From an optimization exercise on the open Yosys and OpenROAD flow, aimed at small area, a short achievable clock period and few clock cycles per item; shortcuts taken in it are not production practice.
Only simulation tests tie the RTL to the original design; equivalence was not proved.

==> 04-26 <==
## sstv_tone_alu
module sstv_tone_alu (
    input  wire        clk,
    input  wire        rst,
    input  wire        in_valid,
    output wire        in_ready,
    input  wire [1:0]  in_op,
    input  wire [31:0] in_a,
    input  wire [37:0] in_b,
    output wire        out_valid,
    input  wire        out_ready,
    output wire [31:0] out_res,
    output wire [37:0] out_n
);
clock: 18.0 ns
lec_check: 0
cap_margin: 20
core_margin: 2
core_utilization: 55
cts_buf_list: sky130_fd_sc_hd__clkbuf_4 sky130_fd_sc_hd__clkbuf_8
place_density: 0.7
slew_margin: 20
standard.sh (not shown) runs the stock make flow with config.mk's settings and CLKGATE_MAP_FILE= SYNTH_SCRIPT=/design/flow/synth_recipe.tcl, a recipe that flattens the netlist after the stock synthesis.
==> flow/flow/run.sh <==
#!/bin/bash
# Standard layout, with three changes:
# - between synthesis and floorplan, flow/fapol.py picks the polarity of each
#   full-adder cell so that fewer inverters sit between full adders (a full
#   adder is self-dual); registers and every other cell are left as the
#   standard synthesis made them;
# - timing repair aims for 12.8 ns of setup slack at the design's 18 ns clock
#   (the constraints themselves are unchanged);
# - the port buffers are plain buffers (sky130_fd_sc_hd__buf_1) instead of
#   delay buffers.
set -euo pipefail
R=orfs/results/${FLOW_PLATFORM}/sstv_tone_alu/base
bash standard.sh synth > synth.log 2>&1
cp "$R/1_2_yosys.v" "$R/1_2_yosys.std.v"
python3 flow/fapol.py "$R/1_2_yosys.std.v" "$R/1_2_yosys.v" > fapol.log 2>&1
rm -f "$R/1_synth.odb" "$R/1_synth.sdc"
export SETUP_SLACK_MARGIN=12.8
export BUFFER_PORTS_ARGS="-buffer_cell sky130_fd_sc_hd__buf_1"
bash standard.sh > layout.log 2>&1
Other scripts of this flow, unchanged in this note and not shown: flow/flow/fapol.py
==> 12-20: changes against 04-26 <==
--- a/flow/flow/run.sh
+++ b/flow/flow/run.sh
@@ -5,5 +5,5 @@
 #   adder is self-dual); registers and every other cell are left as the
 #   standard synthesis made them;
-# - timing repair aims for 12.8 ns of setup slack at the design's 18 ns clock
+# - timing repair aims for 12.5 ns of setup slack at the design's 18 ns clock
 #   (the constraints themselves are unchanged);
 # - the port buffers are plain buffers (sky130_fd_sc_hd__buf_1) instead of
@@ -15,5 +15,5 @@
 python3 flow/fapol.py "$R/1_2_yosys.std.v" "$R/1_2_yosys.v" > fapol.log 2>&1
 rm -f "$R/1_synth.odb" "$R/1_synth.sdc"
-export SETUP_SLACK_MARGIN=12.8
+export SETUP_SLACK_MARGIN=12.5
 export BUFFER_PORTS_ARGS="-buffer_cell sky130_fd_sc_hd__buf_1"
 bash standard.sh > layout.log 2>&1
CORE_UTILIZATION = 65   (was 55)
PLACE_DENSITY = 0.8   (was 0.7)
==> 10-09: changes against 04-26 <==
--- a/flow/flow/run.sh
+++ b/flow/flow/run.sh
@@ -5,5 +5,5 @@
 #   adder is self-dual); registers and every other cell are left as the
 #   standard synthesis made them;
-# - timing repair aims for 12.8 ns of setup slack at the design's 18 ns clock
+# - timing repair aims for 12.2 ns of setup slack at the design's 18 ns clock
 #   (the constraints themselves are unchanged);
 # - the port buffers are plain buffers (sky130_fd_sc_hd__buf_1) instead of
@@ -15,5 +15,5 @@
 python3 flow/fapol.py "$R/1_2_yosys.std.v" "$R/1_2_yosys.v" > fapol.log 2>&1
 rm -f "$R/1_synth.odb" "$R/1_synth.sdc"
-export SETUP_SLACK_MARGIN=12.8
+export SETUP_SLACK_MARGIN=12.2
 export BUFFER_PORTS_ARGS="-buffer_cell sky130_fd_sc_hd__buf_1"
 bash standard.sh > layout.log 2>&1
CORE_UTILIZATION = 60   (was 55)
PLACE_DENSITY = 0.75   (was 0.7)
==> comparison <==
12-20 finished but fails on capacitance limit, slew limit. 10-09 ran to the end with no violations. 04-26 produced a clean layout.
Between 04-26 and 10-09, the lower clock skew is in 10-09 (gap 0.016 ns).
Design area, lowest first: 10-09, 12-20, 04-26.
Between 12-20 and 10-09, the lower die area is in 12-20 (gap 7.6%, measured against 10-09).
In flip-flop and latch count, 10-09 and 04-26 do not differ.
Against 04-26, the clock-buffer cell count of 12-20 is lower by 6.
Between 04-26 and 10-09, the lower routed wire length is in 10-09 (gap about 0.75%, measured against 10-09).
Testbench counts of 04-26, summed over its fixed seeds: cycles 5,232, items 4,312.
Testbench counts of 12-20, summed over its fixed seeds: cycles 5,232, items 4,312.
Testbench counts of 10-09, summed over its fixed seeds: cycles 5,232, items 4,312.

* * *

==> job 9917 <==
sstv_tone_alu, a different RTL version from the one above (not shown whole).
clock: 18.0 ns
lec_check: 0
cap_margin: 20
core_margin: 2
core_utilization: 60
cts_buf_list: sky130_fd_sc_hd__clkbuf_4 sky130_fd_sc_hd__clkbuf_8
place_density: 0.75
slew_margin: 20
==> flow/flow/run.sh <==
#!/bin/bash
# Standard layout, with two changes:
# - between synthesis and floorplan, flow/fapol.py picks the polarity of each
#   full-adder cell so that fewer inverters sit between full adders (a full
#   adder is self-dual); registers and every other cell are left as the
#   standard synthesis made them;
# - timing repair aims for 11.5 ns of setup slack at the design's 18 ns clock
#   (the constraints themselves are unchanged);
# - the port buffers are plain buffers (sky130_fd_sc_hd__buf_1) instead of
#   delay buffers.
set -euo pipefail
R=orfs/results/${FLOW_PLATFORM}/sstv_tone_alu/base
bash standard.sh synth > synth.log 2>&1
cp "$R/1_2_yosys.v" "$R/1_2_yosys.std.v"
python3 flow/fapol.py "$R/1_2_yosys.std.v" "$R/1_2_yosys.v" > fapol.log 2>&1
rm -f "$R/1_synth.odb" "$R/1_synth.sdc"
export SETUP_SLACK_MARGIN=11.5
export BUFFER_PORTS_ARGS="-buffer_cell sky130_fd_sc_hd__buf_1"
bash standard.sh > layout.log 2>&1
Other scripts of this flow, unchanged in this note and not shown: flow/flow/fapol.py
==> job 4908 (differences from job 9917) <==
==> flow/flow/run.sh (replaced) <==
#!/bin/bash
# Standard layout, with two changes:
# - between synthesis and floorplan, flow/fapol.py picks the polarity of each
#   full-adder cell so that fewer inverters sit between full adders (a full
#   adder is self-dual); registers and every other cell are left as the
#   standard synthesis made them;
# - the port buffers are plain buffers (sky130_fd_sc_hd__buf_1) instead of
#   delay buffers.
set -euo pipefail
R=orfs/results/${FLOW_PLATFORM}/sstv_tone_alu/base
bash standard.sh synth > synth.log 2>&1
cp "$R/1_2_yosys.v" "$R/1_2_yosys.std.v"
python3 flow/fapol.py "$R/1_2_yosys.std.v" "$R/1_2_yosys.v" > fapol.log 2>&1
rm -f "$R/1_synth.odb" "$R/1_synth.sdc"
export BUFFER_PORTS_ARGS="-buffer_cell sky130_fd_sc_hd__buf_1"
bash standard.sh > layout.log 2>&1
==> results.py <==
metrics = {
    "cells_and_area": {
        "multi_input_area_share_pct": 54.6,
        "layout.cells.non_filler": 4526,
        "clockBufferCount": 118,
    },
    "status": {
        "status": "complete, no violations",
    },
    "route": {
        "met2_length_um": 62800,
    },
    "sta": {
        "whs_ps": 403,
    },
    "place": {
        "place_inst": 4359,
    },
}
The numbers above come from job 4908.

==> results.py <==
metrics = {
    "status": {
        "status": "complete, no violations",
    },
    "sta": {
        "whs_ps": 382,
    },
    "cells_and_area": {
        "multi_input_area_share_pct": 54.6,
        "layout.cells.non_filler": 4537,
    },
    "route": {
        "met2_length_um": 60800,
    },
}
The numbers above come from job 9917.

Testbench counts of job 9917, summed over its fixed seeds: cycles 5,768, items 4,312.
Testbench counts of job 4908, summed over its fixed seeds: cycles 5,768, items 4,312.

* * *

==> inputs of run G <==
Another version of the RTL of sstv_tone_alu (not shown whole).
clock: 18.0 ns
lec_check: 0
cap_margin: 20
core_margin: 2
core_utilization: 60
place_density: 0.75
slew_margin: 20
run.sh (not shown) runs the stock make flow with config.mk's settings and CLKGATE_MAP_FILE= SYNTH_SCRIPT=/design/flow/synth_recipe.tcl, a recipe that flattens the netlist after the stock synthesis.
Stock flow here: none of the scripts above is used.
==> inputs of run B, as changes to run G <==
--- a/flow/config.mk
+++ b/flow/config.mk
@@ -8,5 +8,5 @@
 export CAP_MARGIN = 20
 export CORE_MARGIN = 2
-export CORE_UTILIZATION = 60
-export PLACE_DENSITY = 0.75
+export CORE_UTILIZATION = 40
+export PLACE_DENSITY = 0.6
 export SLEW_MARGIN = 20
==> run summary <==
- Of the cells placed in the final design, the portion with a size suffix greater than 1 is 0.0686.
- Of the total standard cell area in the layout, the multi-input combinational portion is 0.540.
- At the pin with the least slew margin, the transition time is 1.25 ns.
- The tap cell count is 950.
- The met3 routed wirelength is 16.1 mm.
- The clock skew after layout is 0.0417 ns.
- The run finished with no timing, DRC or antenna violations.
- The die footprint is 0.0739 sq mm.
- The final routed wire length divided by cell count is ~28 um.
- The number of CTS-inserted buffers is 55.
- The routed metal-1 wire length is between 50 and 60 mm.
- The number of cells after detailed placement is a little under 5000.
- The clock network area share is 0.0404.
# the run above: run G

==> run summary <==
- The run finished with no timing, DRC or antenna violations.
- Counting both buffers and inverters, the worst setup path holds a total of 4.
- In this run, CTS created clock tree buffers numbering 58.
- The tap cell count is 1403.
- The slew at the pin closest to its max-slew limit is approximately 1.3 ns.
- After detailed placement, the design holds a cell count of between 5000 and 6000.
- The share of layout cells above drive strength 1 is 0.0688.
- Wire segments on met3 add up to around 13 mm in the final route.
- The routed metal-1 wire length is around 60 mm.
- After detailed routing, the average wire length per cell comes to around 27 um.
- The fraction of final cell area spent on clock buffers and inverters in this run is 0.0416.
- For the final database, setup skew stands at 0.0381 ns.
# the run above: run B

Testbench counts of run G, summed over its fixed seeds: cycles 5,768, items 4,312.
Testbench counts of run B, summed over its fixed seeds: cycles 5,768, items 4,312.

* * *

==> job 5889: inputs <==
Another version of the RTL of sstv_tone_alu (not shown whole).
==> flow/design.v (excerpt) <==
module sstv_tone_alu (
    input  wire        clk,
    input  wire        rst,
    input  wire        in_valid,
    output wire        in_ready,
    input  wire [1:0]  in_op,
    input  wire [31:0] in_a,
    input  wire [37:0] in_b,
    output wire        out_valid,
    input  wire        out_ready,
    output wire [31:0] out_res,
    output wire [37:0] out_n
);
export LEC_CHECK = 0
export CAP_MARGIN = 20
export CORE_MARGIN = 2
export CORE_UTILIZATION = 60
export CTS_BUF_LIST = sky130_fd_sc_hd__clkbuf_4 sky130_fd_sc_hd__clkbuf_8
export PLACE_DENSITY = 0.75
export SLEW_MARGIN = 20
create_clock -name core_clock -period 18.0 [get_ports {clk}]
standard.sh (not shown) runs the stock make flow with config.mk's settings and CLKGATE_MAP_FILE= SYNTH_SCRIPT=/design/flow/synth_recipe.tcl, a recipe that flattens the netlist after the stock synthesis.
==> flow/flow/run.sh <==
#!/bin/bash
# Standard layout, with three changes:
# - between synthesis and floorplan, flow/fapol.py picks the polarity of each
#   full-adder cell so that fewer inverters sit between full adders (a full
#   adder is self-dual); registers and every other cell are left as the
#   standard synthesis made them;
# - timing repair aims for 12.5 ns of setup slack at the design's 18 ns clock
#   (the constraints themselves are unchanged);
# - the port buffers are plain buffers (sky130_fd_sc_hd__buf_1) instead of
#   delay buffers.
set -euo pipefail
R=orfs/results/${FLOW_PLATFORM}/sstv_tone_alu/base
bash standard.sh synth > synth.log 2>&1
cp "$R/1_2_yosys.v" "$R/1_2_yosys.std.v"
python3 flow/fapol.py "$R/1_2_yosys.std.v" "$R/1_2_yosys.v" > fapol.log 2>&1
rm -f "$R/1_synth.odb" "$R/1_synth.sdc"
export SETUP_SLACK_MARGIN=12.5
export BUFFER_PORTS_ARGS="-buffer_cell sky130_fd_sc_hd__buf_1"
bash standard.sh > layout.log 2>&1
Other scripts of this flow, unchanged in this note and not shown: flow/flow/fapol.py
==> job 1249 (differences from job 5889) <==
==> flow/flow/run.sh (replaced) <==
#!/bin/bash
# Standard layout, with three changes:
# - between synthesis and floorplan, flow/fapol.py picks the polarity of each
#   full-adder cell so that fewer inverters sit between full adders (a full
#   adder is self-dual); registers and every other cell are left as the
#   standard synthesis made them;
# - timing repair aims for 13.2 ns of setup slack at the design's 18 ns clock
#   (the constraints themselves are unchanged);
# - the port buffers are plain buffers (sky130_fd_sc_hd__buf_1) instead of
#   delay buffers.
set -euo pipefail
R=orfs/results/${FLOW_PLATFORM}/sstv_tone_alu/base
bash standard.sh synth > synth.log 2>&1
cp "$R/1_2_yosys.v" "$R/1_2_yosys.std.v"
python3 flow/fapol.py "$R/1_2_yosys.std.v" "$R/1_2_yosys.v" > fapol.log 2>&1
rm -f "$R/1_synth.odb" "$R/1_synth.sdc"
export SETUP_SLACK_MARGIN=13.2
export BUFFER_PORTS_ARGS="-buffer_cell sky130_fd_sc_hd__buf_1"
bash standard.sh > layout.log 2>&1
==> job 6900 (differences from job 5889) <==
--- a/flow/design.v
+++ b/flow/design.v
@@ -1009,16 +1009,17 @@
     wire at564 = (at412 & at487) | (at486 & (at412 ^ at487));
     wire at565 = tp331 ^ at488;
     wire at566 = tp331 & at488;
     wire [39:0] ta = {at566, at565, at563, at561, at559, at557, at555, at553, at551, at549, at547, at545, at543, at541, at539, at537, at535, at533, at531, at529, at527, at525, at523, at521, at519, at517, at515, at513, at511, at509, at507, at505, at503, at501, at499, at497, at495, at493, at491, at413};
     wire [39:0] tb = {1'b0, at564, at562, at560, at558, at556, at554, at552, at550, at548, at546, at544, at542, at540, at538, at536, at534, at532, at530, at528, at526, at524, at522, at520, at518, at516, at514, at512, at510, at508, at506, at504, at502, at500, at498, at496, at494, at492, at490, at489};
     wire [15:0] dw = b_q[15:0];
     wire [15:0] r0 = b_q[31:16];       
     wire [31:0] q0 = a_q;
+    wire dskip = ~scale0 & (cnt == 4'd0) & ({2'd0, a_q[31:18]} < dw);
     wire [16:0] t0 = {r0, q0[31]};
     wire [16:0] d0 = t0 - {1'b0, dw};
     wire        g0 = t0[16] | ~d0[16];
     wire [15:0] r1 = g0 ? d0[15:0] : t0[15:0];
     wire [31:0] q1 = {q0[30:0], g0};
     wire [16:0] t1 = {r1, q1[31]};
     wire [16:0] d1 = t1 - {1'b0, dw};
     wire        g1 = t1[16] | ~d1[16];
@@ -3058,20 +3059,23 @@
                 sel_ry <= in_pix & ~in_a[25] &  in_a[24];
                 sel_by <= in_pix &  in_a[25] & ~in_a[24];
                 sel_y  <= in_pix & ~(in_a[25] ^ in_a[24]);
                 bd     <= in_b[7:0] & {8{in_op == 2'd1}};
                 a_q    <= in_a;
                 b_q    <= {in_b[37:32], in_b[31:16] & {16{in_op != 2'd2}}, in_b[15:0]};
                 cnt    <= 4'd0;
             end else begin
-                cnt <= cnt + 4'd1;
+                cnt <= dskip ? 4'd7 : cnt + 4'd1;
                 bd <= b_q[15:8] & {8{scale0}};
                 if (scale0) begin
                     b_q[31:0] <= {lo, b_q[31:8]};
+                end else if (dskip) begin
+                    a_q <= {a_q[17:0], 14'd0};
+                    b_q[31:16] <= {2'd0, a_q[31:18]};
                 end else begin
                     a_q <= q2;
                     b_q[31:16] <= r2;
                 end
             end
             pix1   <= pix0;
             scale1 <= scale0;
             early1 <= cnt != 4'd3;
Settings changed: CORE_UTILIZATION 60 to 55, PLACE_DENSITY 0.75 to 0.7.
==> job 8338 (differences from job 5889) <==
--- a/flow/design.v
+++ b/flow/design.v
@@ -1009,16 +1009,17 @@
     wire at564 = (at412 & at487) | (at486 & (at412 ^ at487));
     wire at565 = tp331 ^ at488;
     wire at566 = tp331 & at488;
     wire [39:0] ta = {at566, at565, at563, at561, at559, at557, at555, at553, at551, at549, at547, at545, at543, at541, at539, at537, at535, at533, at531, at529, at527, at525, at523, at521, at519, at517, at515, at513, at511, at509, at507, at505, at503, at501, at499, at497, at495, at493, at491, at413};
     wire [39:0] tb = {1'b0, at564, at562, at560, at558, at556, at554, at552, at550, at548, at546, at544, at542, at540, at538, at536, at534, at532, at530, at528, at526, at524, at522, at520, at518, at516, at514, at512, at510, at508, at506, at504, at502, at500, at498, at496, at494, at492, at490, at489};
     wire [15:0] dw = b_q[15:0];
     wire [15:0] r0 = b_q[31:16];       
     wire [31:0] q0 = a_q;
+    wire dskip = ~scale0 & (cnt == 4'd0) & ({2'd0, a_q[31:18]} < dw);
     wire [16:0] t0 = {r0, q0[31]};
     wire [16:0] d0 = t0 - {1'b0, dw};
     wire        g0 = t0[16] | ~d0[16];
     wire [15:0] r1 = g0 ? d0[15:0] : t0[15:0];
     wire [31:0] q1 = {q0[30:0], g0};
     wire [16:0] t1 = {r1, q1[31]};
     wire [16:0] d1 = t1 - {1'b0, dw};
     wire        g1 = t1[16] | ~d1[16];
@@ -3058,20 +3059,23 @@
                 sel_ry <= in_pix & ~in_a[25] &  in_a[24];
                 sel_by <= in_pix &  in_a[25] & ~in_a[24];
                 sel_y  <= in_pix & ~(in_a[25] ^ in_a[24]);
                 bd     <= in_b[7:0] & {8{in_op == 2'd1}};
                 a_q    <= in_a;
                 b_q    <= {in_b[37:32], in_b[31:16] & {16{in_op != 2'd2}}, in_b[15:0]};
                 cnt    <= 4'd0;
             end else begin
-                cnt <= cnt + 4'd1;
+                cnt <= dskip ? 4'd7 : cnt + 4'd1;
                 bd <= b_q[15:8] & {8{scale0}};
                 if (scale0) begin
                     b_q[31:0] <= {lo, b_q[31:8]};
+                end else if (dskip) begin
+                    a_q <= {a_q[17:0], 14'd0};
+                    b_q[31:16] <= {2'd0, a_q[31:18]};
                 end else begin
                     a_q <= q2;
                     b_q[31:16] <= r2;
                 end
             end
             pix1   <= pix0;
             scale1 <= scale0;
             early1 <= cnt != 4'd3;
Settings changed: CORE_UTILIZATION 60 to 50, PLACE_DENSITY 0.75 to 0.65.
==> metrics.md <==
| Metric | Value |
|---|---|
| CTS clk-pin slew, worst paths | 80 ps |
| R2r worst-path depth | 11 |
| Grt met2 use | 0.6205 |
| Outcome | complete, no violations |
-- figures above: job 6900

==> metrics.md <==
| Metric | Value |
|---|---|
| Outcome | complete, no violations |
| Ports | 148 |
| Grt met2 use | 0.6560 |
| Max Transition Viols Final | 0 |
| R2r worst-path depth | 17 |
| Worst setup SP type | register |
-- figures above: job 5889

==> metrics.md <==
| Metric | Value |
|---|---|
| CTS clk-pin slew, worst paths | 70 ps |
| Grt met2 use | 0.6670 |
| Detail Route Antenna Nets | 0 |
| Initial DRC Count | 3812 |
| Outcome | complete, no violations |
| R2r worst-path depth | 17 |
-- figures above: job 1249

==> metrics.md <==
| Metric | Value |
|---|---|
| RSZ-0062 raised after global routing | yes |
| R2r worst-path depth | 18 |
| GR Util All Layers | 0.3635 |
| #MultiIn Comb | 2661 |
| Grt met2 use | 0.5639 |
| Outcome | complete, no violations |
-- figures above: job 8338

Testbench counts of job 5889, summed over its fixed seeds: cycles 5,616, items 4,312.
Testbench counts of job 1249, summed over its fixed seeds: cycles 5,616, items 4,312.
Testbench counts of job 6900, summed over its fixed seeds: cycles 5,232, items 4,312.
Testbench counts of job 8338, summed over its fixed seeds: cycles 5,232, items 4,312.

==> separate check: timing with driven ports <==
The results above use ideal ports. As a check the final layouts listed here were re-extracted and re-timed, cells and wires unchanged. Step 1 assumes that a clkbuf_16 drives the clock port and a buf_2 every other input. Step 2 moves the port delays by t, midway between the first and last clock arrival at a register: inputs arrive t later, outputs are due t later. That takes back most of the time a late clock gives input paths. a / b / c = no drivers / after step 1 / after step 2; a / b = the first two.
| run | t, ns | setup slack, ns | worst hold slack (ns) | clock arrival spread, ns | worst data-port slew with drivers (ns) |
|---|---|---|---|---|---|
| 04-26 | 0.762 | 12.492 / 12.492 / 12.492 | 0.358 / 0.358 / 0.358 | 0.076 / 0.075 | 0.23 |
| 12-20 | 0.784 | 11.822 / 11.822 / 11.822 | 0.404 / 0.404 / 0.404 | 0.064 / 0.064 | 0.10 |
| 10-09 | 0.783 | 12.376 / 12.376 / 12.376 | 0.387 / 0.387 / 0.387 | 0.062 / 0.062 | 0.16 |
| job 9917 | 0.781 | 11.690 / 11.690 / 11.690 | 0.382 / 0.382 / 0.382 | 0.063 / 0.063 | 0.06 |
| job 4908 | 0.786 | 11.513 / 11.513 / 11.513 | 0.403 / 0.403 / 0.403 | 0.073 / 0.073 | 0.05 |
| run G | 0.700 | 11.651 / 11.651 / 11.651 | 0.419 / 0.419 / 0.419 | 0.045 / 0.044 | 0.05 |
| run B | 0.724 | 11.533 / 11.533 / 11.533 | 0.397 / 0.397 / 0.397 | 0.038 / 0.038 | 0.06 |
| job 5889 | 0.770 | 12.455 / 12.455 / 12.455 | 0.406 / 0.406 / 0.406 | 0.051 / 0.051 | 0.12 |
| job 1249 | 0.783 | 12.519 / 12.519 / 12.519 | 0.412 / 0.412 / 0.412 | 0.049 / 0.050 | 0.21 |
| job 6900 | 0.785 | 12.563 / 12.563 / 12.563 | 0.408 / 0.408 / 0.408 | 0.061 / 0.060 | 0.18 |
| job 8338 | 0.791 | 12.533 / 12.533 / 12.533 | 0.416 / 0.416 / 0.416 | 0.047 / 0.047 | 0.16 |
